Background: an optimization exercise with open tools, aiming at small area, a short achievable clock period and few clock cycles per item. Do not read the settings as production practice. The RTL was checked by simulation tests, not by an equivalence proof against the original design. Power figures rest on the tool's default switching activity, not on a simulated workload.

==> design.v <==
module btc (
    input  wire        clk,
    input  wire        rst,         
    input  wire        in_valid,
    output wire        in_ready,
    input  wire [15:0] in_data,
    output wire        out_valid,
    input  wire        out_ready,
    output wire [15:0] out_data
);
    localparam QD = 8;                  
    localparam [2:0] S_OK      = 3'd0;
    localparam [2:0] S_ALREADY = 3'd1;
    localparam [2:0] S_FULL    = 3'd2;
    localparam [2:0] S_EMPTY   = 3'd3;
    localparam [2:0] S_INVCAP  = 3'd4;
    localparam [2:0] S_ILLEGAL = 3'd5;
    localparam [2:0] S_NOBUF   = 3'd6;
    function [7:0] stcode;
        input [2:0] s;
        begin
            case (s)
                S_ALREADY: stcode = 8'h04;
                S_FULL:    stcode = 8'h05;
                S_EMPTY:   stcode = 8'h06;
                S_INVCAP:  stcode = 8'h0B;
                S_ILLEGAL: stcode = 8'h0C;
                S_NOBUF:   stcode = 8'h0D;
                default:   stcode = 8'h00;
            endcase
        end
    endfunction
    localparam [2:0] K_SIMPLE = 3'd0;   
    localparam [2:0] K_FREERB = 3'd1;   
    localparam [2:0] K_RBPOP  = 3'd2;   
    localparam [2:0] K_RBBULK = 3'd3;   
    localparam [2:0] K_TBRB   = 3'd4;   
    localparam [2:0] K_FREETB = 3'd5;   
    localparam [2:0] K_TBPOP  = 3'd6;   
    localparam [2:0] K_TBPEEK = 3'd7;   
    localparam DW = 12;                 
    localparam NQ = 2;                  
    reg [15:0] rbm [0:15];
    reg [15:0] tbm0 [0:15];
    reg [15:0] tbm1 [0:15];
    reg [15:0] tbm2 [0:15];
    reg [15:0] tbm3 [0:15];
    reg        rb_present, tb_present;
    reg  [4:0] rb_c, tb_c;              
    reg  [3:0] rb_h, rb_w, tb_h, tb_w;  
    reg  [4:0] rb_occ, tb_occ;          
    reg  [4:0] rb_pend, tb_pend;        
    reg  [4:0] rb_pf, tb_pf;            
    reg [15:0] f0, f1;
    reg        f0_z, f1_z;              
    reg        f0_hz, f1_hz;            
    reg  [1:0] fcnt;
    reg        in_ready_r;
    assign in_ready = in_ready_r;
    wire in_fire = in_valid & in_ready_r;
    wire fv = (fcnt != 2'd0);
    wire [15:0] x = f0;                 
    wire in_z  = (in_data == 16'd0);
    wire in_hz = (in_data[15:5] == 11'd0);
    localparam [1:0] P_HI = 2'd0, P_LO = 2'd1, P_PAY = 2'd2;
    reg  [1:0] pst;
    reg [15:0] pay_left;
    reg        pay_last;
    reg  [1:0] pidx;
    reg  [3:0] cmd;
    reg        legal_hi;
    reg        need_imm0;
    reg        is_n, is_q;
    localparam [3:0] C_RB_ALLOC = 4'd0, C_RB_FREE = 4'd1, C_RB_PUSH = 4'd2,
                     C_RB_POP = 4'd3, C_RB_RBULK = 4'd4, C_RB_WBULK = 4'd5,
                     C_RB_LEN = 4'd6, C_TB_ALLOC = 4'd8, C_TB_FREE = 4'd9,
                     C_TB_PUSH = 4'd10, C_TB_POP = 4'd11, C_TB_PEEK = 4'd12,
                     C_TB_RBULK = 4'd13, C_TB_LEN = 4'd14, C_NONE = 4'd15;
    reg [3:0] hi_cmd;
    reg       hi_known, hi_h;
    always @(*) begin
        hi_known = 1'b1;
        hi_h     = 1'b0;
        hi_cmd   = C_NONE;
        case (x[15:8])
            8'h10: hi_cmd = C_RB_ALLOC;
            8'h11: begin hi_cmd = C_RB_FREE;  hi_h = 1'b1; end
            8'h12: hi_cmd = C_RB_PUSH;
            8'h13: begin hi_cmd = C_RB_POP;   hi_h = 1'b1; end
            8'h14: hi_cmd = C_RB_RBULK;
            8'h15: hi_cmd = C_RB_WBULK;
            8'h16: begin hi_cmd = C_RB_LEN;   hi_h = 1'b1; end
            8'h20: hi_cmd = C_TB_ALLOC;
            8'h21: begin hi_cmd = C_TB_FREE;  hi_h = 1'b1; end
            8'h22: begin hi_cmd = C_TB_PUSH;  hi_h = 1'b1; end
            8'h23: begin hi_cmd = C_TB_POP;   hi_h = 1'b1; end
            8'h24: begin hi_cmd = C_TB_PEEK;  hi_h = 1'b1; end
            8'h25: begin hi_cmd = C_TB_RBULK; hi_h = 1'b1; end
            8'h26: begin hi_cmd = C_TB_LEN;   hi_h = 1'b1; end
            default: hi_known = 1'b0;
        endcase
    end
    reg [DW-1:0] q [0:QD-1];
    reg [QD:0]   qv;                    
    reg [24:0] nq [0:NQ-1];
    reg [NQ:0] nqv;
    wire [DW-1:0] hd = q[0];
    wire [2:0]  a_kind = hd[2:0];
    wire [4:0]  a_val  = hd[7:3];
    wire [3:0]  a_ptr  = hd[11:8];
    wire        a_cf   = (a_kind == K_TBRB);
    wire [2:0]  a_st   = (a_kind == K_SIMPLE) ? a_ptr[2:0] : S_OK;
    wire [19:0] a_n    = a_cf ? nq[0][19:0] : {5'd1, 5'd1, 5'd1, 5'd1};
    wire        a_tb   = a_kind[2];
    reg  [4:0]  a_fr;
    always @(*) begin
        case (a_kind)
            K_FREERB, K_RBBULK, K_FREETB: a_fr = a_val;
            K_RBPOP, K_TBPOP:             a_fr = 5'd1;
            K_TBRB:                       a_fr = nq[0][24:20];
            default:                      a_fr = 5'd0;
        endcase
    end
    wire        a_v    = qv[0];
    reg  [2:0] a_ph;                    
    reg  [1:0] a_lane;
    reg  [4:0] a_cnt;
    reg [15:0] a_rd;                    
    reg  [3:0] a_lo;                    
    reg [15:0] o0, o1;
    reg  [1:0] ocnt;
    reg        ov;
    assign out_data  = o0;
    assign out_valid = ov;
    wire o_pop = ov & out_ready;
    wire adv = ~ocnt[1];                
    reg        e_enq;
    reg  [2:0] e_kind;
    reg  [4:0] e_val;
    reg  [3:0] e_ptr;
    reg        e_nq;                    
    reg        e_tb;                    
    reg  [4:0] e_fr;                    
    wire legal = legal_hi & ~(need_imm0 & ~f0_z);
    wire bad_cap = f0_z | ~f0_hz | (x[4] & (x[3:0] != 4'd0));
    wire rb_full  = (rb_occ == rb_c);
    wire rb_empty = (rb_occ == 5'd0);
    wire tb_full  = (tb_occ == tb_c);
    wire tb_empty = (tb_occ == 5'd0);
    wire [5:0] rb_use = {1'b0, rb_occ} + {1'b0, rb_pend};
    wire [5:0] tb_use = {1'b0, tb_occ} + {1'b0, tb_pend};
    wire rb_room = ~rb_use[5] & ~rb_use[4];
    wire tb_room = ~tb_use[5] & ~tb_use[4];
    wire [4:0] rb_free = rb_c - rb_occ;
    wire [4:0] rb_k  = (f0_hz && x[4:0] < rb_occ)  ? x[4:0] : rb_occ;    
    wire [4:0] wb_k  = (f0_hz && x[4:0] < rb_free) ? x[4:0] : rb_free;   
    wire [4:0] tb_np = (f0_hz && x[4:0] < tb_occ)  ? x[4:0] : tb_occ;    
    reg        wb_on;                   
    reg  [4:0] wb_left;
    reg        tp_on;                   
    reg        tr_on;                   
    reg [14:0] tr_n;                    
    reg  [4:0] tr_m;                    
    reg        tr_fin;                  
    wire [4:0] tr_ml = (f0_hz && x[4:0] < tr_m) ? x[4:0] : tr_m;
    wire [4:0] tr_mnext = (pidx == 2'd0) ? tb_np : tr_ml;
    wire q_full = qv[QD-1];
    wire rbw_lo  = (pst == P_LO) & (cmd == C_RB_PUSH) & legal_hi & rb_present & ~rb_full;
    wire rbw_pay = (pst == P_PAY) & wb_on & (wb_left != 5'd0);
    wire e_rbw = rbw_lo | rbw_pay;
    wire e_tbw = (pst == P_PAY) & tp_on;
    wire rb_we = fv & e_rbw & rb_room;
    wire tb_we = fv & e_tbw & tb_room;
    always @(*) begin
        e_enq  = 1'b0;
        e_kind = K_SIMPLE;
        e_val  = 5'd0;
        e_ptr  = {1'b0, S_OK};
        e_nq   = 1'b0;
        e_tb   = cmd[3];
        e_fr   = 5'd0;
        if (pst == P_LO) begin
            e_enq = 1'b1;
            if (!legal) begin
                e_ptr = {1'b0, S_ILLEGAL};
            end else begin
                case (cmd)
                    C_RB_ALLOC:
                        if (rb_present)   e_ptr = {1'b0, S_ALREADY};
                        else if (bad_cap) e_ptr = {1'b0, S_INVCAP};
                    C_RB_FREE:
                        if (!rb_present) e_ptr = {1'b0, S_NOBUF};
                        else begin
                            e_kind = K_FREERB;
                            e_val  = rb_occ;
                            e_fr   = rb_occ;
                        end
                    C_RB_PUSH:
                        if (!rb_present)  e_ptr = {1'b0, S_NOBUF};
                        else if (rb_full) e_ptr = {1'b0, S_FULL};
                    C_RB_POP:
                        if (!rb_present)   e_ptr = {1'b0, S_NOBUF};
                        else if (rb_empty) e_ptr = {1'b0, S_EMPTY};
                        else begin
                            e_kind = K_RBPOP;
                            e_ptr  = rb_h;
                            e_fr   = 5'd1;
                        end
                    C_RB_RBULK:
                        if (!rb_present) e_ptr = {1'b0, S_NOBUF};
                        else begin
                            e_kind = K_RBBULK;
                            e_val  = rb_k;
                            e_ptr  = rb_h;
                            e_fr   = rb_k;
                        end
                    C_RB_WBULK:
                        if (!rb_present) e_ptr = {1'b0, S_NOBUF};
                        else e_val = wb_k;
                    C_RB_LEN:
                        if (!rb_present) e_ptr = {1'b0, S_NOBUF};
                        else e_val = rb_occ;
                    C_TB_ALLOC:
                        if (tb_present)   e_ptr = {1'b0, S_ALREADY};
                        else if (bad_cap) e_ptr = {1'b0, S_INVCAP};
                    C_TB_FREE:
                        if (!tb_present) e_ptr = {1'b0, S_NOBUF};
                        else begin
                            e_kind = K_FREETB;
                            e_val  = tb_occ;
                            e_fr   = tb_occ;
                        end
                    C_TB_PUSH:
                        if (!tb_present)  e_ptr = {1'b0, S_NOBUF};
                        else if (tb_full) e_ptr = {1'b0, S_FULL};
                    C_TB_POP, C_TB_PEEK:
                        if (!tb_present)   e_ptr = {1'b0, S_NOBUF};
                        else if (tb_empty) e_ptr = {1'b0, S_EMPTY};
                        else begin
                            e_kind = (cmd == C_TB_POP) ? K_TBPOP : K_TBPEEK;
                            e_ptr  = tb_h;
                            e_fr   = (cmd == C_TB_POP) ? 5'd1 : 5'd0;
                        end
                    C_TB_RBULK:
                        if (!tb_present) e_ptr = {1'b0, S_NOBUF};
                        else e_enq = 1'b0;       
                    C_TB_LEN:
                        if (!tb_present) e_ptr = {1'b0, S_NOBUF};
                        else e_val = tb_occ;
                    default: e_ptr = {1'b0, S_ILLEGAL};
                endcase
            end
        end else if (pst == P_PAY && tr_on && pidx == 2'd3) begin
            e_enq  = 1'b1;
            e_nq   = 1'b1;
            e_kind = K_TBRB;
            e_ptr  = tb_h;
            e_tb   = 1'b1;
            e_fr   = tr_ml;
        end
    end
    wire e_stall = (e_enq & q_full) | (e_nq & nqv[NQ-1]) | (e_rbw & ~rb_room) | (e_tbw & ~tb_room);
    wire e_go = fv & ~e_stall;
    wire e_push = e_go & e_enq;
    wire [DW-1:0] e_desc = {e_ptr, e_val, e_kind};
    wire [24:0] e_cnt = {tr_ml, tb_np, tr_n};
    wire [4:0] an0 = a_n[4:0], an1 = a_n[9:5], an2 = a_n[14:10], an3 = a_n[19:15];
    wire [3:0] nz = {an3 != 5'd0, an2 != 5'd0, an1 != 5'd0, an0 != 5'd0};
    reg  [3:0] nz_after;
    always @(*) begin
        case (a_lane)
            2'd0: nz_after = {nz[3:1], 1'b0};
            2'd1: nz_after = {nz[3:2], 2'b0};
            2'd2: nz_after = {nz[3], 3'b0};
            default: nz_after = 4'b0;
        endcase
    end
    wire [3:0] nz_sel = (a_ph == 3'd4) ? nz_after : nz;
    wire       nl_any = (nz_sel != 4'b0);
    wire [1:0] nl     = nz_sel[0] ? 2'd0 : nz_sel[1] ? 2'd1 : nz_sel[2] ? 2'd2 : 2'd3;
    reg  [4:0] n_nl;
    always @(*) begin
        case (nl)
            2'd0: n_nl = an0;
            2'd1: n_nl = an1;
            2'd2: n_nl = an2;
            default: n_nl = an3;
        endcase
    end
    reg [4:0] n_lane;
    always @(*) begin
        case (a_lane)
            2'd0: n_lane = an0;
            2'd1: n_lane = an1;
            2'd2: n_lane = an2;
            default: n_lane = an3;
        endcase
    end
    wire [15:0] ptr_oh = 16'd1 << a_ptr;
    wire [15:0] rb_sel = (a_ph == 3'd0) ? ptr_oh : a_rd;
    reg [15:0] rb_rd, tb_rd;
    integer j;
    always @(*) begin
        rb_rd = 16'd0;
        tb_rd = 16'd0;
        for (j = 0; j < 16; j = j + 1) begin
            rb_rd = rb_rd | ({16{rb_sel[j]}} & rbm[j]);
            tb_rd = tb_rd | ({16{a_lo[0] & a_rd[j]}} & tbm0[j])
                          | ({16{a_lo[1] & a_rd[j]}} & tbm1[j])
                          | ({16{a_lo[2] & a_rd[j]}} & tbm2[j])
                          | ({16{a_lo[3] & a_rd[j]}} & tbm3[j]);
        end
    end
    reg [15:0] g_word;
    reg        g_last;
    always @(*) begin
        g_word = 16'd0;
        g_last = 1'b0;
        case (a_ph)
            3'd0: g_word = (a_kind == K_RBPOP) ? rb_rd :
                           (a_kind == K_SIMPLE || a_kind == K_RBBULK) ? {11'd0, a_val} : 16'd0;
            3'd1: begin
                g_word = {8'h00, stcode(a_st)};
                g_last = ~a_kind[2] & ((a_kind != K_RBBULK) | (a_val == 5'd0))
                       | (a_kind == K_FREETB);
            end
            3'd2: begin
                g_word = {11'd0, n_lane};
                g_last = (a_lane == 2'd3) && !nl_any;
            end
            3'd3: begin
                g_word = rb_rd;
                g_last = (a_cnt == 5'd1);
            end
            default: begin
                g_word = tb_rd;
                g_last = (a_cnt == 5'd1) && !nl_any;
            end
        endcase
    end
    wire a_step = a_v & adv;
    wire a_done = a_step & g_last;
    wire f_pop = e_go;
    wire [1:0] fcnt_next = fcnt + {1'b0, in_fire} - {1'b0, f_pop};
    wire [1:0] ocnt_next = ocnt + {1'b0, a_step} - {1'b0, o_pop};
    always @(posedge clk) begin
        if ((in_fire & ~f_pop & (fcnt == 2'd0)) | (in_fire & f_pop & (fcnt == 2'd1))) begin
            f0    <= in_data;
            f0_z  <= in_z;
            f0_hz <= in_hz;
        end else if (f_pop) begin
            f0    <= f1;
            f0_z  <= f1_z;
            f0_hz <= f1_hz;
        end
        if (in_fire & ((fcnt == 2'd1 & ~f_pop) | (fcnt == 2'd2))) begin
            f1    <= in_data;
            f1_z  <= in_z;
            f1_hz <= in_hz;
        end
        if ((a_step & ~o_pop & (ocnt == 2'd0)) | (a_step & o_pop & (ocnt == 2'd1)))
            o0 <= g_word;
        else if (o_pop)
            o0 <= o1;
        if (a_step & ((ocnt == 2'd1 & ~o_pop) | (ocnt == 2'd2)))
            o1 <= g_word;
    end
    integer i;
    always @(posedge clk) begin
        if (rst) begin
            fcnt       <= 2'd0;
            in_ready_r <= 1'b0;
            pst        <= P_HI;
            wb_on      <= 1'b0;
            tp_on      <= 1'b0;
            tr_on      <= 1'b0;
            tr_fin     <= 1'b0;
            rb_present <= 1'b0;
            tb_present <= 1'b0;
            rb_occ     <= 5'd0;
            tb_occ     <= 5'd0;
            rb_pend    <= 5'd0;
            tb_pend    <= 5'd0;
            rb_pf      <= 5'd0;
            tb_pf      <= 5'd0;
            rb_h       <= 4'd0;
            rb_w       <= 4'd0;
            tb_h       <= 4'd0;
            tb_w       <= 4'd0;
            qv         <= {(QD+1){1'b0}};
            a_ph       <= 3'd0;
            ov         <= 1'b0;
            ocnt       <= 2'd0;
        end else begin
            fcnt       <= fcnt_next;
            in_ready_r <= (fcnt_next != 2'd2);
            ocnt <= ocnt_next;
            ov   <= (ocnt_next != 2'd0);
            tr_fin <= 1'b0;
            if (tr_fin) begin
                tb_h   <= tb_h + tr_m[3:0];
                tb_occ <= tb_occ - tr_m;
            end
            if (e_go) begin
                case (pst)
                    P_HI: begin
                        cmd       <= hi_cmd;
                        legal_hi  <= hi_known & (x[7:0] == 8'd0);
                        need_imm0 <= hi_h;
                        is_n      <= (x[15:8] == 8'h15) || (x[15:8] == 8'h31);
                        is_q      <= (x[15:8] == 8'h22) || (x[15:8] == 8'h25)
                                  || (x[15:8] == 8'h33) || (x[15:8] == 8'h34);
                        pst       <= P_LO;
                    end
                    P_LO: begin
                        pay_left <= is_n ? x : 16'd4;
                        pay_last <= is_n ? (x == 16'd1) : 1'b0;
                        pidx     <= 2'd0;
                        pst      <= ((is_n & ~f0_z) | is_q) ? P_PAY : P_HI;
                        wb_on    <= legal & (cmd == C_RB_WBULK) & rb_present;
                        wb_left  <= wb_k;
                        tp_on    <= legal & (cmd == C_TB_PUSH) & tb_present & ~tb_full;
                        tr_on    <= legal & (cmd == C_TB_RBULK) & tb_present;
                        if (legal) begin
                            case (cmd)
                                C_RB_ALLOC:
                                    if (!rb_present && !bad_cap) begin
                                        rb_present <= 1'b1;
                                        rb_c       <= x[4:0];
                                        rb_occ     <= 5'd0;
                                    end
                                C_RB_FREE:
                                    if (rb_present) begin
                                        rb_present <= 1'b0;
                                        rb_occ     <= 5'd0;
                                        rb_h       <= rb_w;
                                    end
                                C_RB_PUSH:
                                    if (rb_present && !rb_full) begin
                                        rb_w   <= rb_w + 4'd1;
                                        rb_occ <= rb_occ + 5'd1;
                                    end
                                C_RB_POP:
                                    if (rb_present && !rb_empty) begin
                                        rb_h   <= rb_h + 4'd1;
                                        rb_occ <= rb_occ - 5'd1;
                                    end
                                C_RB_RBULK:
                                    if (rb_present) begin
                                        rb_h   <= rb_h + rb_k[3:0];
                                        rb_occ <= rb_occ - rb_k;
                                    end
                                C_TB_ALLOC:
                                    if (!tb_present && !bad_cap) begin
                                        tb_present <= 1'b1;
                                        tb_c       <= x[4:0];
                                        tb_occ     <= 5'd0;
                                    end
                                C_TB_FREE:
                                    if (tb_present) begin
                                        tb_present <= 1'b0;
                                        tb_occ     <= 5'd0;
                                        tb_h       <= tb_w;
                                    end
                                C_TB_POP:
                                    if (tb_present && !tb_empty) begin
                                        tb_h   <= tb_h + 4'd1;
                                        tb_occ <= tb_occ - 5'd1;
                                    end
                                default: ;
                            endcase
                        end
                    end
                    default: begin  
                        pay_left <= pay_left - 16'd1;
                        pay_last <= (pay_left == 16'd2);
                        pidx     <= pidx + 2'd1;
                        if (pay_last)
                            pst <= P_HI;
                        if (e_rbw) begin
                            wb_left <= wb_left - 5'd1;
                            rb_w    <= rb_w + 4'd1;
                            rb_occ  <= rb_occ + 5'd1;
                        end
                        if (tp_on && pidx == 2'd3) begin
                            tb_w   <= tb_w + 4'd1;
                            tb_occ <= tb_occ + 5'd1;
                        end
                        if (tr_on) begin
                            case (pidx)
                                2'd0: tr_n[4:0]   <= tb_np;
                                2'd1: tr_n[9:5]   <= tb_np;
                                2'd2: tr_n[14:10] <= tb_np;
                                default: ;
                            endcase
                            tr_m <= tr_mnext;
                            if (pidx == 2'd3)
                                tr_fin <= 1'b1;
                        end
                    end
                endcase
            end
            rb_pf <= (e_push & ~e_tb) ? e_fr : 5'd0;
            tb_pf <= (e_push & e_tb) ? e_fr : 5'd0;
            rb_pend <= rb_pend + rb_pf - ((a_done & ~a_tb) ? a_fr : 5'd0);
            tb_pend <= tb_pend + tb_pf - ((a_done & a_tb) ? a_fr : 5'd0);
            qv <= qv_next;
            if (a_done)
                a_ph <= 3'd0;
            else if (a_step) begin
                case (a_ph)
                    3'd0: a_ph <= 3'd1;
                    3'd1: begin
                        a_rd <= ptr_oh;
                        if (a_kind == K_RBBULK) begin
                            a_ph  <= 3'd3;
                            a_cnt <= a_val;
                        end else if (a_cf) begin
                            a_ph   <= 3'd2;
                            a_lane <= 2'd0;
                            a_lo   <= 4'b0001;
                        end else begin
                            a_ph   <= 3'd4;
                            a_lane <= 2'd0;
                            a_lo   <= 4'b0001;
                            a_cnt  <= 5'd1;
                        end
                    end
                    3'd2: begin
                        if (a_lane == 2'd3) begin
                            a_ph   <= 3'd4;
                            a_lane <= nl;
                            a_lo   <= 4'b0001 << nl;
                            a_cnt  <= n_nl;
                        end else begin
                            a_lane <= a_lane + 2'd1;
                            a_lo   <= {a_lo[2:0], a_lo[3]};
                        end
                    end
                    3'd3: begin
                        a_rd  <= {a_rd[14:0], a_rd[15]};
                        a_cnt <= a_cnt - 5'd1;
                    end
                    default: begin
                        if (a_cnt == 5'd1) begin
                            a_rd   <= ptr_oh;
                            a_lane <= nl;
                            a_lo   <= 4'b0001 << nl;
                            a_cnt  <= n_nl;
                        end else begin
                            a_rd  <= {a_rd[14:0], a_rd[15]};
                            a_cnt <= a_cnt - 5'd1;
                        end
                    end
                endcase
            end
        end
    end
    wire [QD:0] qv_sh = a_done ? {1'b0, qv[QD:1]} : qv;
    wire [QD:0] qv_ins  = qv_sh ^ {qv_sh[QD-1:0], 1'b1};    
    wire [QD:0] qv_next = qv_sh | (e_push ? qv_ins : {(QD+1){1'b0}});
    always @(posedge clk) begin
        for (i = 0; i < QD; i = i + 1) begin
            if (e_push && qv_ins[i])
                q[i] <= e_desc;
            else if (a_done && i < QD-1)
                q[i] <= q[(i < QD-1) ? i+1 : i];
        end
    end
    wire        nq_pop = a_done & a_cf;
    wire [NQ:0] nqv_sh  = nq_pop ? {1'b0, nqv[NQ:1]} : nqv;
    wire [NQ:0] nqv_ins = nqv_sh ^ {nqv_sh[NQ-1:0], 1'b1};
    always @(posedge clk) begin
        if (rst)
            nqv <= {(NQ+1){1'b0}};
        else
            nqv <= nqv_sh | ((e_push & e_nq) ? nqv_ins : {(NQ+1){1'b0}});
        for (i = 0; i < NQ; i = i + 1) begin
            if (e_push && e_nq && nqv_ins[i])
                nq[i] <= e_cnt;
            else if (nq_pop && i < NQ-1)
                nq[i] <= nq[(i < NQ-1) ? i+1 : i];
        end
    end
    always @(posedge clk) begin
        if (rb_we)
            rbm[rb_w] <= x;
        if (tb_we) begin
            case (pidx)
                2'd0: tbm0[tb_w] <= x;
                2'd1: tbm1[tb_w] <= x;
                2'd2: tbm2[tb_w] <= x;
                default: tbm3[tb_w] <= x;
            endcase
        end
    end
endmodule
==> run.sh <==
#!/bin/bash
# synth_recipe.tcl (not shown) runs the flow's synth.tcl, then flattens the netlist and writes it again
# the make line also repeats each setting of config.mk as NAME=value (left out here)
make -C /OpenROAD-flow-scripts/flow DESIGN_CONFIG=/design/flow/config.mk WORK_HOME=/design/flow/orfs CLKGATE_MAP_FILE= SYNTH_SCRIPT=/design/flow/synth_recipe.tcl finish
==> config.mk <==
export PLATFORM = sky130hd
export DESIGN_NAME = btc
export DESIGN_NICKNAME = btc
export VERILOG_FILES = /design/flow/design.v
export SDC_FILE = /design/flow/constraint.sdc
export NUM_CORES = 4
export LEC_CHECK = 0
export CAP_MARGIN = 20
export CORE_MARGIN = 2
export CORE_UTILIZATION = 30
export SLEW_MARGIN = 20
==> constraint.sdc <==
create_clock -name core_clock -period 12.5 [get_ports {clk}]
set_input_delay 2.5000 -clock core_clock [delete_from_list [all_inputs] [get_ports {clk}]]
set_output_delay 2.5000 -clock core_clock [all_outputs]
set_load 0.01 [all_outputs]
==> results.txt, run 1 <==
# TYPE chip_impl_metric gauge
chip_impl_info{name="status",value="no timing/DRC/antenna violations"} 1
chip_impl_metric{name="via_per_inst",unit=""} 5.676
chip_impl_metric{name="final_report_setup_violation_count",unit=""} 0
chip_impl_metric{name="cpPeakStageDelay",unit="ns"} 0.81
chip_impl_info{name="end_kind",value="flop"} 1
chip_impl_metric{name="vdd_drop_max",unit="mV"} 0.1429
chip_impl_metric{name="clock_skew",unit="ns"} 0.08290
chip_impl_metric{name="finalHoldViolations",unit=""} 0
chip_impl_metric{name="gr-usage-all-layers",unit="%"} 18.53
chip_impl_metric{name="synth_enable_flop_cells",unit=""} 1583
chip_impl_metric{name="arrival",unit="ns"} 6.14
chip_impl_metric{name="cts_setup_buffers",unit=""} 0
chip_impl_metric{name="final.min_clock_period",unit="ns"} 5.483
chip_impl_metric{name="synth.lib_cells_used.distinct",unit=""} 89
chip_impl_metric{name="hpwl",unit="um"} 128200
chip_impl_metric{name="synthesis.area_per_instance",unit="um2"} 15.36
chip_impl_info{name="timing.setup.critical_path_class",value="flop to flop"} 1
chip_impl_metric{name="die_area",unit="um2"} 228300
chip_impl_info{name="critical_path.slowest_cell",value="sky130_fd_sc_hd__clkinv_1"} 1
chip_impl_metric{name="synth.yosys.warnings",unit=""} 3
chip_impl_metric{name="maxCapViolCount",unit=""} 0
chip_impl_metric{name="via_count",unit=""} 43040
chip_impl_metric{name="holdWs",unit="ns"} 0.4380
chip_impl_metric{name="synthesis.instances",unit=""} 4385
chip_impl_metric{name="initial_utilization",unit="%"} 30.24
chip_impl_metric{name="power_leakage",unit="nW"} 24.47
chip_impl_metric{name="number_of_remaining_drc_errors",unit=""} 0
chip_impl_metric{name="netlist.area_leader.share",unit="%"} 70.57
chip_impl_metric{name="top_level_ports",unit=""} 38
chip_impl_metric{name="grt_remaining_overflow",unit=""} 0
chip_impl_metric{name="synth-seq-cells",unit=""} 1664
chip_impl_metric{name="number_of_global_route_vias_before_repair",unit=""} 40800
chip_impl_metric{name="insertion_delay",unit="ns"} 0.84
chip_impl_metric{name="worst-path-stages",unit=""} 15
chip_impl_metric{name="max_slew.worst_pin.slew",unit="ns"} 1.227
chip_impl_metric{name="final_max_slew_viol_count",unit=""} 0
chip_impl_metric{name="worstPathRequired",unit="ns"} 13.15
chip_impl_metric{name="fin_setup_tns",unit="ns"} 0
chip_impl_metric{name="grt_max_degree",unit=""} 89
chip_impl_info{name="layout_common_cells",value="sky130_fd_sc_hd__edfxtp_1 (1583), sky130_fd_sc_hd__a22oi_1 (311), sky130_fd_sc_hd__nand2_1 (217)"} 1
chip_impl_metric{name="cts-root-to-sink-buffers",unit=""} 3
chip_impl_metric{name="count_of_routing_violations_after_the_opening_detailed_route_iteration",unit=""} 7723
chip_impl_info{name="synth_area_leader_cell",value="sky130_fd_sc_hd__edfxtp_1"} 1
chip_impl_metric{name="placed_cell_area",unit="um2"} 71940
chip_impl_metric{name="utilization",unit="%"} 34.68
chip_impl_metric{name="power_per_cell_area",unit="nW/um2"} 176.0
chip_impl_metric{name="detail_route.wl_per_cell",unit="um"} 28.89
chip_impl_metric{name="cts.clk_slew.worst_paths",unit="ns"} 0.06
chip_impl_metric{name="instances_no_fill",unit=""} 7583
chip_impl_metric{name="worstHoldPathCells",unit=""} 0
chip_impl_metric{name="worst-path-buf-inv",unit=""} 3
chip_impl_metric{name="die-height",unit="um"} 477.9
chip_impl_info{name="tritoncts",value="built"} 1
chip_impl_info{name="synth.area.top_cells",value="sky130_fd_sc_hd__edfxtp_1 (71%), sky130_fd_sc_hd__a22oi_1 (3.5%), sky130_fd_sc_hd__dfxtp_1 (2.4%)"} 1
chip_impl_metric{name="firstDrtPassIters",unit=""} 16
chip_impl_metric{name="synthArstFlopShare",unit="%"} 0
chip_impl_info{name="crit_path_max_delay_family",value="compound AO/OA/AOI/OAI gates"} 1
chip_impl_metric{name="cts_resized",unit=""} 0
chip_impl_info{name="commonest_non_fill_non_tap_cell_in_the_layout",value="sky130_fd_sc_hd__edfxtp_1"} 1
chip_impl_info{name="startpoint_type_of_the_worst_setup_path",value="flop"} 1
chip_impl_metric{name="grt_first_pass_wirelength",unit="um"} 308800
chip_impl_metric{name="gp_congestion",unit=""} 0.9001
chip_impl_metric{name="clock_sink_count",unit=""} 1664
chip_impl_metric{name="post_synth_instance_area",unit="um2"} 67360
chip_impl_metric{name="mappedNetlistNets",unit=""} 4506
chip_impl_info{name="hp-class",value="flop to flop"} 1
chip_impl_metric{name="finalWirelength",unit="um"} 219100
chip_impl_metric{name="achievable-frequency",unit="MHz"} 182.4
chip_impl_metric{name="coreArea",unit="um2"} 222700
chip_impl_metric{name="timing.final.ws_setup",unit="ns"} 7.017
chip_impl_info{name="grt_setup_unrepaired",value="no"} 1
chip_impl_metric{name="final_layout_size_suffix_gt1_share",unit="%"} 13.75
chip_impl_metric{name="antenna_violations_before_repair",unit=""} 16
chip_impl_metric{name="antenna_left",unit=""} 0
chip_impl_metric{name="post-place-cells",unit=""} 7279
chip_impl_metric{name="cts_made_buffers",unit=""} 164
chip_impl_metric{name="layout_worst_path_cycle_share",unit="%"} 43.87
chip_impl_metric{name="sequential_fraction_of_the_synthesis_area",unit="%"} 72.98
chip_impl_metric{name="maxSlewHeadroom",unit="%"} 18.21
chip_impl_metric{name="number_of_port_buffers",unit=""} 37
chip_impl_metric{name="rr_worst_depth",unit=""} 15
chip_impl_metric{name="detailedPlace.worstSlack",unit="ns"} 6.707
chip_impl_metric{name="fp.dieW",unit="um"} 477.9
chip_impl_info{name="clock-root-buffer",value="sky130_fd_sc_hd__clkbuf_16"} 1
chip_impl_metric{name="std_cell_rows",unit=""} 173
chip_impl_metric{name="nFillCells",unit=""} 21060
chip_impl_metric{name="ctsHoldBuffers",unit=""} 0
chip_impl_metric{name="htreeDepth",unit=""} 4
chip_impl_info{name="dominantRegCellSynth",value="sky130_fd_sc_hd__edfxtp_1"} 1
chip_impl_info{name="path_cells",value="inv_1, ha_1, nand4_1, o21ai_0, o31a_1, o211a_2, inv_2, ha_1, mux2i_1, nor2_1, nor2_1, clkinv_1, and3_1, a311oi_1, o22ai_1"} 1
chip_impl_metric{name="flow.area_growth_from_synthesis",unit="%"} 14.68
chip_impl_metric{name="power.total",unit="mW"} 13.60
chip_impl_metric{name="final_area",unit="um2"} 77250
chip_impl_metric{name="number_of_nets_in_the_layout",unit=""} 4592
chip_impl_metric{name="worstPathMaxFanout",unit=""} 25
## synthesized netlist by cell type (30+ instances only)
cell type / n
sky130_fd_sc_hd__a31oi_1: 39
sky130_fd_sc_hd__ha_1: 88
sky130_fd_sc_hd__o21ai_0: 110
sky130_fd_sc_hd__a22o_1: 102
sky130_fd_sc_hd__and2_1: 40
sky130_fd_sc_hd__a22oi_1: 311
sky130_fd_sc_hd__mux2i_1: 48
sky130_fd_sc_hd__nand3_1: 147
sky130_fd_sc_hd__buf_1: 52
sky130_fd_sc_hd__o22ai_1: 30
sky130_fd_sc_hd__nor3_1: 40
sky130_fd_sc_hd__dfxtp_1: 81
sky130_fd_sc_hd__clkbuf_1: 189
sky130_fd_sc_hd__nand4_1: 53
sky130_fd_sc_hd__a32oi_1: 38
sky130_fd_sc_hd__inv_1: 108
sky130_fd_sc_hd__nor2_1: 221
sky130_fd_sc_hd__mux2_2: 135
sky130_fd_sc_hd__xnor2_1: 42
sky130_fd_sc_hd__a221oi_1: 94
sky130_fd_sc_hd__nand2_1: 218
sky130_fd_sc_hd__a21oi_1: 115
sky130_fd_sc_hd__edfxtp_1: 1583
sky130_fd_sc_hd__a222oi_1: 67
## sequential cells by signal, indices dropped and copies added, names as in the netlist, 50 cells and up, named ones only
signal / cells
tbm0: 256
tbm3: 256
nq: 50
tbm2: 256
rbm: 256
tbm1: 256
q: 96
## worst paths after layout
path	slack, ns	endpoint	startpoint
setup / recovery	7.02	flop	rb_occ[1]
hold / removal	0.44	nq[1][3]	tr_n[3]
setup reg to reg	7.02	flop	rb_occ[1]
hold reg to reg	0.44	nq[1][3]	tr_n[3]
## logic make-up after synthesis
family | share of synthesized area [%]
AND/OR/NAND/NOR | 6.618
adder cells (fa/ha/maj) | 2.021
buffers and inverters | 2.136
AO/OA/AOI/OAI | 11.90
XOR/XNOR | 0.8842
multiplexers | 3.464
flip-flops | 72.98
## metal layers
layer	up-vias	global-route usage (%)	wire length [um]
li1	17790	-	-
met1	21800	25.89	86710
met2	2976	28.26	97720
met3	448	4.284	26540
met4	22	6.292	8007
met5	-	0	133
## report_power, final
part | internal [mW] | leakage (nW) | total (mW) | switching (mW)
Clock | 2.66 | 2.56 | 4.88 | 2.22
Combinational | 0.396 | 7.01 | 1.78 | 1.38
Sequential | 6.81 | 14.9 | 6.94 | 0.123
Total | 9.87 | 24.5 | 13.6 | 3.73
## area by class of cell
cell class	count	area, um2	share of cell area (%)
tap	2975	3722	4.819
clock inverter	105	1045	1.352
antenna	3	7.507	0.009718
clock buffer	195	4220	5.463
timing repair buffer	177	1474	1.908
sequential	1664	49160	63.64
inverter	115	431.7	0.5588
multi-input combinational	2349	17190	22.25
Testbench counts, summed over its fixed seeds: cycles 13,444, items 3,281.
==> run 2, diff against run 1 <==
==> flow/run.sh (new file) <==
#!/bin/bash
set -euo pipefail
bash standard.sh SETUP_SLACK_MARGIN=8 finish > standard_flow.log 2>&1
==> standard.sh (new file) <==
#!/bin/bash
# synth_recipe.tcl (not shown) runs the flow's synth.tcl, then flattens the netlist and writes it again
# the make line also repeats each setting of config.mk as NAME=value (left out here)
make -C /OpenROAD-flow-scripts/flow DESIGN_CONFIG=/design/flow/config.mk WORK_HOME=/design/flow/orfs CLKGATE_MAP_FILE= SYNTH_SCRIPT=/design/flow/synth_recipe.tcl "${@:-finish}"
removed: run.sh
==> run 2 against run 1 <==
Compared with the run above: synthesized cell count is the same; clock power shrank 2%; fmax grew 25%; clock-buffer cell count grew 10; total power shrank 0.44%; critical path type is now primary input to flop.
==> results.txt, run 2 <==
# TYPE chip_impl_metric gauge
chip_impl_metric{name="fp.dieW",unit="um"} 477.9
chip_impl_metric{name="number_of_remaining_drc_errors",unit=""} 0
chip_impl_metric{name="vdd_drop_max",unit="mV"} 0.1547
chip_impl_metric{name="dr_wl_met3",unit="um"} 25370
chip_impl_info{name="worst_setup_path_startpoint",value="in_valid"} 1
chip_impl_metric{name="final.min_clock_period",unit="ns"} 4.401
chip_impl_metric{name="power_leakage",unit="nW"} 24.47
chip_impl_metric{name="cts-root-to-sink-buffers",unit=""} 3
chip_impl_info{name="grt_setup_unrepaired",value="yes"} 1
chip_impl_metric{name="hpwl",unit="um"} 128100
chip_impl_metric{name="clock_skew",unit="ns"} 0.07256
chip_impl_metric{name="netlist.area_leader.share",unit="%"} 70.57
chip_impl_info{name="timing.setup.critical_path_class",value="primary input to flop"} 1
chip_impl_metric{name="number_of_port_buffers",unit=""} 37
chip_impl_info{name="synth.cells.most_frequent",value="sky130_fd_sc_hd__edfxtp_1 (1583), sky130_fd_sc_hd__a22oi_1 (311), sky130_fd_sc_hd__nor2_1 (221)"} 1
chip_impl_metric{name="flow.area_growth_from_synthesis",unit="%"} 14.92
chip_impl_metric{name="firstDrtPassIters",unit=""} 8
chip_impl_metric{name="synthesis.instances",unit=""} 4385
chip_impl_metric{name="fin_setup_tns",unit="ns"} 0
chip_impl_metric{name="mappedNetlistNets",unit=""} 4506
chip_impl_metric{name="top_level_ports",unit=""} 38
chip_impl_metric{name="htreeDepth",unit=""} 4
chip_impl_metric{name="power.total",unit="mW"} 13.54
chip_impl_metric{name="maxCapViolCount",unit=""} 0
chip_impl_metric{name="compound_gate_fraction_of_synth_area",unit="%"} 11.90
chip_impl_metric{name="nFillCells",unit=""} 21030
chip_impl_info{name="dominantRegCellSynth",value="sky130_fd_sc_hd__edfxtp_1"} 1
chip_impl_metric{name="grt_first_pass_wirelength",unit="um"} 307700
chip_impl_metric{name="cts.clk_slew.worst_paths",unit="ns"} 0.06
chip_impl_metric{name="final_layout_size_suffix_gt1_share",unit="%"} 14.15
chip_impl_metric{name="synthArstFlopShare",unit="%"} 0
chip_impl_metric{name="via_per_inst",unit=""} 5.654
chip_impl_metric{name="worstPathRequired",unit="ns"} 13.22
chip_impl_metric{name="synth-seq-cells",unit=""} 1664
chip_impl_metric{name="synthesis.area_per_instance",unit="um2"} 15.36
chip_impl_info{name="topRoutingLayerUsed",value="met5"} 1
chip_impl_metric{name="yosys.area_share.xor_xnor",unit="%"} 0.8842
chip_impl_metric{name="rr_worst_depth",unit=""} 9
chip_impl_info{name="end_kind",value="flop"} 1
chip_impl_metric{name="final_report_setup_violation_count",unit=""} 0
chip_impl_metric{name="placed_cell_area",unit="um2"} 71950
chip_impl_metric{name="utilization",unit="%"} 34.76
chip_impl_metric{name="power_per_cell_area",unit="nW/um2"} 174.9
chip_impl_metric{name="number_of_global_route_vias_before_repair",unit=""} 40830
chip_impl_metric{name="final_area",unit="um2"} 77410
chip_impl_info{name="tritoncts",value="built"} 1
chip_impl_metric{name="via_count",unit=""} 42950
chip_impl_metric{name="worstPathMaxFanout",unit=""} 14
chip_impl_metric{name="detail_route.wl_per_cell",unit="um"} 28.80
chip_impl_info{name="clock-root-buffer",value="sky130_fd_sc_hd__clkbuf_16"} 1
chip_impl_info{name="critical_path.slowest_cell",value="sky130_fd_sc_hd__clkdlybuf4s50_1"} 1
chip_impl_metric{name="synth_adder_area_share",unit="%"} 2.021
chip_impl_metric{name="antenna_violations_before_repair",unit=""} 18
chip_impl_metric{name="detailedPlace.worstSlack",unit="ns"} 7.085
chip_impl_metric{name="sequential_fraction_of_the_synthesis_area",unit="%"} 72.98
chip_impl_info{name="crit-reg2reg-capture",value="o0[13]"} 1
chip_impl_metric{name="worst-r2r-setup-slack",unit="ns"} 8.11
chip_impl_metric{name="number_of_nets_in_the_layout",unit=""} 4605
chip_impl_info{name="synth.area.top_cells",value="sky130_fd_sc_hd__edfxtp_1 (71%), sky130_fd_sc_hd__a22oi_1 (3.5%), sky130_fd_sc_hd__dfxtp_1 (2.4%)"} 1
chip_impl_info{name="status",value="no timing/DRC/antenna violations"} 1
chip_impl_metric{name="gr-usage-all-layers",unit="%"} 18.50
chip_impl_info{name="path_cells",value="clkdlybuf4s50_1, nand2_1, inv_1, ha_1, mux2i_1, or2_4, mux2_2, xor2_1, o31ai_2, o311ai_1, o22ai_1"} 1
chip_impl_metric{name="final_max_slew_viol_count",unit=""} 0
chip_impl_info{name="startpoint_type_of_the_worst_setup_path",value="primary input"} 1
chip_impl_info{name="r2r-start",value="a_rd[12]"} 1
chip_impl_metric{name="achievable-frequency",unit="MHz"} 227.2
chip_impl_metric{name="max_slew.worst_pin.slew",unit="ns"} 1.183
chip_impl_metric{name="met2WireLength",unit="um"} 98870
chip_impl_metric{name="synth_enable_flop_cells",unit=""} 1583
chip_impl_metric{name="die_area",unit="um2"} 228300
chip_impl_metric{name="gp_congestion",unit=""} 0.9015
chip_impl_metric{name="layout_worst_path_cycle_share",unit="%"} 35.21
chip_impl_metric{name="coreArea",unit="um2"} 222700
chip_impl_info{name="hp-class",value="flop to flop"} 1
chip_impl_metric{name="antenna_left",unit=""} 0
chip_impl_metric{name="clock_sink_count",unit=""} 1664
chip_impl_metric{name="synth.area.mux_share",unit="%"} 3.464
chip_impl_info{name="synth_area_leader_cell",value="sky130_fd_sc_hd__edfxtp_1"} 1
chip_impl_metric{name="cpPeakStageDelay",unit="ns"} 0.45
chip_impl_metric{name="synth.yosys.warnings",unit=""} 3
chip_impl_info{name="layout_common_cells",value="sky130_fd_sc_hd__edfxtp_1 (1583), sky130_fd_sc_hd__a22oi_1 (311), sky130_fd_sc_hd__nand2_1 (217)"} 1
chip_impl_metric{name="die-height",unit="um"} 477.9
chip_impl_metric{name="initial_utilization",unit="%"} 30.24
chip_impl_metric{name="synth-simple-area-share",unit="%"} 6.618
chip_impl_metric{name="finalHoldViolations",unit=""} 0
chip_impl_info{name="synthMostInstantiatedCell",value="sky130_fd_sc_hd__edfxtp_1"} 1
chip_impl_metric{name="std_cell_rows",unit=""} 173
chip_impl_metric{name="drt-met1-wl",unit="um"} 87010
chip_impl_metric{name="timing.final.ws_setup",unit="ns"} 8.099
chip_impl_metric{name="arrival",unit="ns"} 5.12
chip_impl_metric{name="count_of_routing_violations_after_the_opening_detailed_route_iteration",unit=""} 7519
chip_impl_metric{name="insertion_delay",unit="ns"} 0.84
chip_impl_metric{name="post_synth_instance_area",unit="um2"} 67360
chip_impl_metric{name="ctsHoldBuffers",unit=""} 0
chip_impl_metric{name="maxSlewHeadroom",unit="%"} 21.11
chip_impl_info{name="synth_top_family_by_area",value="compound AO/OA/AOI/OAI gates"} 1
chip_impl_metric{name="cts_made_buffers",unit=""} 162
chip_impl_info{name="commonest_non_fill_non_tap_cell_in_the_layout",value="sky130_fd_sc_hd__edfxtp_1"} 1
chip_impl_metric{name="grt_max_degree",unit=""} 89
chip_impl_metric{name="grt_remaining_overflow",unit=""} 0
chip_impl_metric{name="synth.lib_cells_used.distinct",unit=""} 89
chip_impl_metric{name="finalWirelength",unit="um"} 218800
[run 2: cell counts after synthesis]
No cell type changed its count.
[run 2: logic make-up (layout without fill, tap and decap cells)]
| group | Yosys count | in the layout |
|---|---|---|
| DFF | 1664 | 1664 |
| AOI/OAI and AO/OA | 1071 | 1071 |
| and+or+nand+nor | 902 | 903 |
| buffers and inverters | 372 | 602 |
| muxes | 207 | 207 |
| adders and majority gates | 101 | 101 |
| xor gates and xnor gates | 68 | 68 |
| other | 0 | 4 |
[run 2: worst min-delay path by stage]
stage,startpoint,to,slack (ns),cells after the start
4_1_cts,tr_n[5],nq[1][5],0.45,0
3_5_place_dp,tr_n[0],nq[1][0],0.44,0
5_1_grt,tr_n[5],nq[1][5],0.46,0
6_report,tr_n[8],nq[1][8],0.45,0
3_3_place_gp,tr_n[0],nq[1][0],0.44,0
2_1_floorplan,tr_n[0],nq[1][0],0.42,0
[run 2: stage by stage]
stage	std cells	hold slack, ns
3_5_place_dp	7276	0.4431
4_1_cts	7580	0.4545
2_1_floorplan	4385	0.4222
5_1_grt	7592	0.4649
6_report	7595	0.4531
3_3_place_gp	7275	0.4371
[run 2: cell type report]
class	count	area, um2	share of cell area, %
antenna	4	10.01	0.01293
inverter	115	436.7	0.5641
tap	2975	3722	4.808
multi-input combinational	2350	17330	22.39
sequential	1664	49160	63.51
clock buffer	205	4257	5.499
clock inverter	91	885.9	1.144
timing repair buffer	191	1604	2.072
[run 2: where the power goes]
group          switching [mW]  internal (mW)  total (mW)
Combinational            1.39          0.423        1.81
Clock                    2.19           2.59        4.78
Sequential              0.138           6.81        6.95
Total                    3.71           9.83        13.5
[run 2: timing repair]
item,in CTS,in global routing
setup endpoints to repair,67,69
pin swaps,1,0
buffers inserted,7,7
resized for setup,14,18
gates cloned,1,1
[run 2: metal layers]
| layer | track usage (%) | vias up |
|---|---|---|
| li1 | - | 17840 |
| met1 | 25.65 | 21930 |
| met2 | 28.79 | 2745 |
| met3 | 4.279 | 413 |
| met4 | 5.482 | 20 |
| met5 | 0 | - |
[run 2: worst max-delay path, delay by kind of cell]
| family | cells | cell delay (ns) |
|---|---|---|
| compound gates | 3 | 0.71 |
| simple gates | 2 | 0.42 |
| mux | 2 | 0.58 |
| xor+xnor | 1 | 0.18 |
| buf+inv | 2 | 0.53 |
| fa+ha+maj | 1 | 0.19 |
==> run 3, diff against run 2 <==
==> flow/run.sh (replaced) <==
#!/bin/bash
set -euo pipefail
bash standard.sh SETUP_SLACK_MARGIN=9 finish > standard_flow.log 2>&1
==> run 3 against run 2 <==
Compared with the run above: still clean; first-iteration DRC count decreased by 7.5%; sequential share of layout area decreased by 2.7 points; fmax increased by 9.8%; worst setup slack improved by 0.39 ns; total power increased by 2.6%; largest cell class unchanged; highest routed layer unchanged.
==> results.txt, run 3 <==
# TYPE chip_impl_metric gauge
chip_impl_info{name="status",value="no timing/DRC/antenna violations"} 1
chip_impl_metric{name="gp_congestion",unit=""} 0.9206
chip_impl_metric{name="vdd_drop_max",unit="mV"} 0.2048
chip_impl_info{name="synth.area.top_cells",value="sky130_fd_sc_hd__edfxtp_1 (71%), sky130_fd_sc_hd__a22oi_1 (3.5%), sky130_fd_sc_hd__dfxtp_1 (2.4%)"} 1
chip_impl_metric{name="synth.yosys.warnings",unit=""} 3
chip_impl_metric{name="power_per_cell_area",unit="nW/um2"} 171.8
chip_impl_info{name="startpoint_type_of_the_worst_setup_path",value="flop"} 1
chip_impl_metric{name="number_of_global_route_vias_before_repair",unit=""} 42060
chip_impl_metric{name="final_layout_size_suffix_gt1_share",unit="%"} 21.45
chip_impl_metric{name="final.min_clock_period",unit="ns"} 4.006
chip_impl_metric{name="top_level_ports",unit=""} 38
chip_impl_metric{name="insertion_delay",unit="ns"} 0.86
chip_impl_metric{name="grt_first_pass_wirelength",unit="um"} 318500
chip_impl_metric{name="synth-seq-cells",unit=""} 1664
chip_impl_metric{name="finalHoldViolations",unit=""} 0
chip_impl_metric{name="placed_cell_area",unit="um2"} 72480
chip_impl_metric{name="htreeDepth",unit=""} 4
chip_impl_metric{name="hpwl",unit="um"} 128000
chip_impl_metric{name="flow.area_growth_from_synthesis",unit="%"} 20.04
chip_impl_metric{name="number_of_remaining_drc_errors",unit=""} 0
chip_impl_metric{name="worstPathRequired",unit="ns"} 10.00
chip_impl_info{name="synth.cells.most_frequent",value="sky130_fd_sc_hd__edfxtp_1 (1583), sky130_fd_sc_hd__a22oi_1 (311), sky130_fd_sc_hd__nor2_1 (221)"} 1
chip_impl_info{name="layout_common_cells",value="sky130_fd_sc_hd__edfxtp_1 (1583), sky130_fd_sc_hd__a22oi_1 (307), sky130_fd_sc_hd__buf_4 (252)"} 1
chip_impl_metric{name="post_synth_instance_area",unit="um2"} 67360
chip_impl_metric{name="achievable-frequency",unit="MHz"} 249.6
chip_impl_metric{name="fp.dieW",unit="um"} 477.9
chip_impl_metric{name="clock_sink_count",unit=""} 1664
chip_impl_metric{name="die_area",unit="um2"} 228300
chip_impl_metric{name="max_slew.worst_pin.slew",unit="ns"} 1.239
chip_impl_metric{name="count_of_routing_violations_after_the_opening_detailed_route_iteration",unit=""} 6952
chip_impl_metric{name="sequential_fraction_of_the_synthesis_area",unit="%"} 72.98
chip_impl_info{name="synth_area_leader_cell",value="sky130_fd_sc_hd__edfxtp_1"} 1
chip_impl_metric{name="layout_worst_path_cycle_share",unit="%"} 32.05
chip_impl_metric{name="synth.lib_cells_used.distinct",unit=""} 89
chip_impl_metric{name="clock_skew",unit="ns"} 0.08396
chip_impl_metric{name="synthArstFlopShare",unit="%"} 0
chip_impl_metric{name="antenna_left",unit=""} 0
chip_impl_info{name="crit_path_max_delay_family",value="flip-flops"} 1
chip_impl_metric{name="cts-root-to-sink-buffers",unit=""} 3
chip_impl_info{name="synthMostInstantiatedCell",value="sky130_fd_sc_hd__edfxtp_1"} 1
chip_impl_metric{name="final_report_setup_violation_count",unit=""} 0
chip_impl_metric{name="synth_enable_flop_cells",unit=""} 1583
chip_impl_metric{name="initial_utilization",unit="%"} 30.24
chip_impl_metric{name="detail_route.wl_per_cell",unit="um"} 29.82
chip_impl_metric{name="worstPathMaxFanout",unit=""} 1
chip_impl_metric{name="final_area",unit="um2"} 80860
chip_impl_metric{name="gr-usage-all-layers",unit="%"} 19.22
chip_impl_metric{name="grt_max_degree",unit=""} 88
chip_impl_metric{name="mappedNetlistNets",unit=""} 4506
chip_impl_metric{name="synthesis.instances",unit=""} 4385
chip_impl_info{name="dominantRegCellSynth",value="sky130_fd_sc_hd__edfxtp_1"} 1
chip_impl_metric{name="ctsHoldBuffers",unit=""} 0
chip_impl_metric{name="cts_made_buffers",unit=""} 166
chip_impl_metric{name="cts.clk_slew.worst_paths",unit="ns"} 0.06
chip_impl_metric{name="number_of_port_buffers",unit=""} 37
chip_impl_info{name="timing.setup.critical_path_class",value="flop to output pin"} 1
chip_impl_metric{name="grt_remaining_overflow",unit=""} 0
chip_impl_metric{name="netlist.area_leader.share",unit="%"} 70.57
chip_impl_metric{name="std_cell_rows",unit=""} 173
chip_impl_metric{name="cpPeakStageDelay",unit="ns"} 0.46
chip_impl_metric{name="arrival",unit="ns"} 1.51
chip_impl_metric{name="antenna_violations_before_repair",unit=""} 15
chip_impl_metric{name="die-height",unit="um"} 477.9
chip_impl_info{name="critical_path.slowest_cell",value="sky130_fd_sc_hd__edfxtp_1"} 1
chip_impl_info{name="tritoncts",value="built"} 1
chip_impl_info{name="end_kind",value="output pin"} 1
chip_impl_metric{name="maxSlewHeadroom",unit="%"} 17.38
chip_impl_info{name="hp-class",value="flop to flop"} 1
chip_impl_metric{name="maxCapViolCount",unit=""} 0
chip_impl_info{name="clock-root-buffer",value="sky130_fd_sc_hd__clkbuf_16"} 1
chip_impl_metric{name="power_leakage",unit="nW"} 26.12
chip_impl_metric{name="fin_setup_tns",unit="ns"} 0
chip_impl_metric{name="synthesis.area_per_instance",unit="um2"} 15.36
chip_impl_metric{name="via_per_inst",unit=""} 5.695
chip_impl_info{name="grt_setup_unrepaired",value="yes"} 1
chip_impl_metric{name="number_of_nets_in_the_layout",unit=""} 4796
chip_impl_metric{name="via_count",unit=""} 44350
chip_impl_metric{name="firstDrtPassIters",unit=""} 9
chip_impl_metric{name="coreArea",unit="um2"} 222700
chip_impl_info{name="commonest_non_fill_non_tap_cell_in_the_layout",value="sky130_fd_sc_hd__edfxtp_1"} 1
chip_impl_metric{name="worst-r2r-setup-slack",unit="ns"} 8.58
chip_impl_metric{name="worst-path-buf-inv",unit=""} 1
chip_impl_info{name="path_cells",value="buf_2"} 1
chip_impl_metric{name="finalWirelength",unit="um"} 232200
chip_impl_metric{name="nFillCells",unit=""} 20740
chip_impl_metric{name="final_max_slew_viol_count",unit=""} 0
-- run 3: cell counts after synthesis --
No cell type changed its count.
-- run 3: power breakdown --
| part | leakage [nW] | switching, mW | internal [mW] | total [mW] |
|---|---|---|---|---|
| Sequential | 14.9 | 0.125 | 6.81 | 6.94 |
| Clock | 2.51 | 2.24 | 2.60 | 4.83 |
| Combinational | 8.70 | 1.52 | 0.602 | 2.12 |
| Total | 26.1 | 3.88 | 10.0 | 13.9 |
-- run 3: stage by stage --
| stage | instances | power (mW) | utilization (%) | hold slack [ns] | worst slack [ns] |
|---|---|---|---|---|---|
| after floorplan | 4385 | 8.041 | - | 0.4222 | 8.102 |
| after global placement | 7281 | 8.820 | 32.53 | 0.4328 | 7.265 |
| after detailed placement | 7283 | 8.876 | 32.54 | 0.4362 | 7.308 |
| after CTS | 7680 | 13.77 | 35.64 | 0.4224 | 8.424 |
| after global routing | 7786 | 14.28 | 36.30 | 0.4305 | 8.406 |
| final | 7787 | 13.89 | 36.30 | 0.4362 | 8.494 |
-- run 3: path summary, 6_finish.rpt --
kind / to / from / depth (start not counted)
worst min-delay path: nq[1][10] / tr_n[10] / 0
worst min register to register: nq[1][10] / tr_n[10] / 0
worst max-delay path: out_data[4] / o0[4] / 1
worst max register to register: rb_pend[4] / nq[0][11] / 18
-- run 3: cells by family after synthesis --
family / share of synthesized area [%]
mux: 3.464
fa+ha+maj: 2.021
compound gates: 11.90
buf+inv: 2.136
xor+xnor: 0.8842
simple gates: 6.618
flops: 72.98
-- run 3: area by class of cell --
type                            count  area [um2]  area share (%)
Multi-Input combinational cell   2356       18610           23.02
Antenna cell                        1       2.502        0.003095
Clock inverter                     88       873.3           1.080
Timing Repair Buffer              372        3637           4.498
Tap cell                         2975        3722           4.603
Clock buffer                      216        4342           5.369
Sequential cell                  1664       49200           60.84
Inverter                          115       470.5          0.5818
-- run 3: routing by layer --
metal / share of wire, % / vias up / wire (um) / global-route usage [%]
li1: - / 18230 / - / -
met3: 12 / 518 / 28450 / 4.797
met5: 0.054 / - / 125 / 0
met2: 44 / 2986 / 103300 / 29.63
met4: 4.3 / 20 / 9981 / 6.757
met1: 39 / 22600 / 90340 / 26.24
-- run 3: repair_timing --
| action | in CTS | in global routing |
|---|---|---|
| cloned | 10 | 11 |
| endpoints found under the setup margin | 1208 | 502 |
| setup buffers | 83 | 94 |
| gates resized for setup | 280 | 139 |
| pin swaps | 45 | 65 |
| endpoints found under the hold margin | 0 | 0 |
==> run 4, diff against run 3 <==
--- a/config.mk
+++ b/config.mk
@@ -8,4 +8,4 @@
 export CAP_MARGIN = 20
 export CORE_MARGIN = 2
-export CORE_UTILIZATION = 30
+export CORE_UTILIZATION = 50
 export SLEW_MARGIN = 20
==> run 4 against run 3 <==
Compared with the run above: combinational power about the same; critical path depth unchanged; largest power group unchanged; total power down 0.23%; clock skew down 0.052 ns; core utilization up 23 points; worst setup slack about the same; highest routed layer unchanged; still clean on timing, DRC and antenna; register-to-register slack better by 0.02 ns; global-route usage up 13 points; sequential power about the same; clock power about the same.
==> results.txt, run 4 <==
# TYPE chip_impl_metric gauge
chip_impl_metric{name="finalWirelength",unit="um"} 223200
chip_impl_metric{name="utilization",unit="%"} 59.37
chip_impl_metric{name="worstPathRequired",unit="ns"} 10.00
chip_impl_info{name="worst_hold_start",value="tr_n[2]"} 1
chip_impl_info{name="clock-root-buffer",value="sky130_fd_sc_hd__clkbuf_16"} 1
chip_impl_metric{name="grt_max_degree",unit=""} 88
chip_impl_metric{name="pwr-share-clk",unit="%"} 34.9
chip_impl_info{name="synthMostInstantiatedCell",value="sky130_fd_sc_hd__edfxtp_1"} 1
chip_impl_metric{name="ctsHoldBuffers",unit=""} 0
chip_impl_metric{name="die-height",unit="um"} 371.0
chip_impl_info{name="path_cells",value="buf_2"} 1
chip_impl_info{name="commonest_non_fill_non_tap_cell_in_the_layout",value="sky130_fd_sc_hd__edfxtp_1"} 1
chip_impl_metric{name="coreArea",unit="um2"} 133600
chip_impl_metric{name="post_synth_instance_area",unit="um2"} 67360
chip_impl_metric{name="grt_first_pass_wirelength",unit="um"} 312700
chip_impl_metric{name="final.min_clock_period",unit="ns"} 4.006
chip_impl_metric{name="flow.area_growth_from_synthesis",unit="%"} 17.79
chip_impl_metric{name="via_per_inst",unit=""} 6.706
chip_impl_metric{name="p_sw",unit="mW"} 3.775
chip_impl_metric{name="worst-path-buf-inv",unit=""} 1
chip_impl_info{name="hp-class",value="flop to flop"} 1
chip_impl_info{name="tritoncts",value="built"} 1
chip_impl_metric{name="final_max_slew_viol_count",unit=""} 0
chip_impl_metric{name="fin_setup_tns",unit="ns"} 0
chip_impl_metric{name="synth-seq-cells",unit=""} 1664
chip_impl_metric{name="clock_sink_count",unit=""} 1664
chip_impl_metric{name="number_of_nets_in_the_layout",unit=""} 4780
chip_impl_metric{name="die_area",unit="um2"} 137700
chip_impl_metric{name="synth.yosys.warnings",unit=""} 3
chip_impl_metric{name="maxSlewHeadroom",unit="%"} 22.71
chip_impl_metric{name="synthArstFlopShare",unit="%"} 0
chip_impl_metric{name="arrival",unit="ns"} 1.51
chip_impl_metric{name="insertion_delay",unit="ns"} 0.82
chip_impl_metric{name="internal-power",unit="mW"} 10.08
chip_impl_metric{name="multi_input_area",unit="um2"} 18750
chip_impl_info{name="critical_path.slowest_cell",value="sky130_fd_sc_hd__edfxtp_1"} 1
chip_impl_metric{name="antenna_violations_before_repair",unit=""} 6
chip_impl_metric{name="vdd_drop_max",unit="mV"} 0.1723
chip_impl_metric{name="layout_worst_path_cycle_share",unit="%"} 32.05
chip_impl_metric{name="final_layout_size_suffix_gt1_share",unit="%"} 21.14
chip_impl_metric{name="std_cell_rows",unit=""} 134
chip_impl_metric{name="total_inserted_antenna_cells",unit=""} 0
chip_impl_info{name="crit_path_max_delay_family",value="flip-flops"} 1
chip_impl_info{name="synth_area_leader_cell",value="sky130_fd_sc_hd__edfxtp_1"} 1
chip_impl_metric{name="register_area",unit="um2"} 49190
chip_impl_metric{name="htreeDepth",unit=""} 4
chip_impl_metric{name="fp.dieW",unit="um"} 371.0
chip_impl_info{name="r2r-start",value="nq[0][6]"} 1
chip_impl_info{name="grt_setup_unrepaired",value="yes"} 1
chip_impl_metric{name="synth.lib_cells_used.distinct",unit=""} 89
chip_impl_metric{name="p_seq_share",unit="%"} 50.0
chip_impl_metric{name="antenna_left",unit=""} 0
chip_impl_metric{name="top_level_ports",unit=""} 38
chip_impl_info{name="dominantRegCellSynth",value="sky130_fd_sc_hd__edfxtp_1"} 1
chip_impl_info{name="worst_setup_path_startpoint",value="o0[0]"} 1
chip_impl_metric{name="detail_route.wl_per_cell",unit="um"} 34.00
chip_impl_info{name="layout_common_cells",value="sky130_fd_sc_hd__edfxtp_1 (1583), sky130_fd_sc_hd__a22oi_1 (308), sky130_fd_sc_hd__buf_4 (223)"} 1
chip_impl_metric{name="achievable-frequency",unit="MHz"} 249.6
chip_impl_metric{name="power_frac_comb",unit="%"} 15.1
chip_impl_info{name="end_kind",value="output pin"} 1
chip_impl_metric{name="mappedNetlistNets",unit=""} 4506
chip_impl_metric{name="firstDrtPassIters",unit=""} 10
chip_impl_info{name="status",value="no timing/DRC/antenna violations"} 1
chip_impl_metric{name="power_per_cell_area",unit="nW/um2"} 174.6
chip_impl_info{name="synth.cells.most_frequent",value="sky130_fd_sc_hd__edfxtp_1 (1583), sky130_fd_sc_hd__a22oi_1 (311), sky130_fd_sc_hd__nor2_1 (221)"} 1
chip_impl_metric{name="synth_enable_flop_cells",unit=""} 1583
chip_impl_metric{name="maxCapViolCount",unit=""} 0
chip_impl_info{name="timing.setup.critical_path_class",value="flop to output pin"} 1
chip_impl_metric{name="grt_remaining_overflow",unit=""} 0
chip_impl_metric{name="power.share.switching",unit="%"} 27.24
chip_impl_metric{name="cpPeakStageDelay",unit="ns"} 0.51
[run 4: cell types whose count changed in the layout (fill, tap and decap cells not counted), sizes merged, moves of 2 or more]
cell	previous run	this run
buf	343	324
clkinv	75	68
clkbuf	222	228
inv	116	122
clkinvlp	7	4
bufinv	5	7
[run 4: final cells by class]
type	instances	area share, %
inverter	115	0.5945
timing repair buffer	351	4.427
multi-input combinational	2358	23.63
tap	1768	2.788
clock inverter	86	0.8800
sequential	1664	62.00
clock buffer	223	5.676
[run 4: cells by family after synthesis]
group | Yosys count | synth area share, %
muxes | 207 | 3.464
buffers and inverters | 372 | 2.136
and+or+nand+nor | 902 | 6.618
AOI/OAI and AO/OA | 1071 | 11.90
xor gates and xnor gates | 68 | 0.8842
DFF | 1664 | 72.98
adders and majority gates | 101 | 2.021
[run 4: final timing paths]
kind | depth (start not counted) | slack [ns] | end
max | 1 | 8.49 | out_data[0]
min | 0 | 0.44 | nq[1][2]
max reg2reg | 18 | 8.60 | tb_pend[4]
min reg2reg | 0 | 0.44 | nq[1][2]
[run 4: what timing repair did]
action	CTS	global route
gates cloned	13	8
endpoints found under the setup margin	1321	293
gates resized for setup	329	139
pin swaps	52	37
buffers inserted	106	49
[run 4: per-stage QoR]
stage / setup slack [ns] / total power, mW / instances / hold slack (ns) / area, um2
2_1_floorplan: 8.102 / 8.041 / 4385 / 0.4222 / 67910
3_3_place_gp: 7.238 / 8.842 / 6079 / 0.4303 / 70960
3_5_place_dp: 7.238 / 8.879 / 6080 / 0.4308 / 70970
4_1_cts: 8.434 / 13.77 / 6508 / 0.4438 / 78230
5_1_grt: 8.434 / 14.21 / 6565 / 0.4601 / 79340
6_report: 8.494 / 13.86 / 6565 / 0.4422 / 79340
[run 4: power groups by stage]
stage,clock network (mW),registers (mW),logic (mW)
after global placement,0,7.06,1.78
after floorplan,0,7.29,0.755
final,4.84,6.93,2.09
after CTS,4.87,6.93,1.97
after global routing,5.07,6.93,2.20
after detailed placement,0,7.06,1.82
[run 4: per-layer routing]
metal | share of wire [%] | GRT usage [%]
met5 | 0.026 | 0
met1 | 38 | 44.34
met4 | 4.7 | 12.50
met2 | 46 | 50.14
met3 | 12 | 6.652

-- what the ideal ports hide --
The flow's constraints put no driver on any port. The routed layouts listed below were extracted and timed again, unchanged, in two steps.
Step 1 assumes that a clkbuf_16 drives the clock port and a buf_2 every other input.
Step 2 also shifts input and output timing later by t, the mid clock arrival at the registers, as if the neighbouring blocks saw the same clock.
Slacks: no drivers / after step 1 / after step 2; pairs: no drivers / after step 1.
run	t (ns)	setup WS [ns]	worst setup path at the end
run 1	0.881	7.017 / 7.017 / 6.598	input to register
run 2	0.883	8.099 / 8.110 / 7.272	input to register
run 3	0.903	8.494 / 8.410 / 8.030	input to register
run 4	0.887	8.494 / 8.412 / 7.962	input to register
After both steps setup and hold are still met in every run listed. For run 2, which loses most, drivers alone change the setup slack by +0.011 ns; drivers and shift together by -0.827 ns.
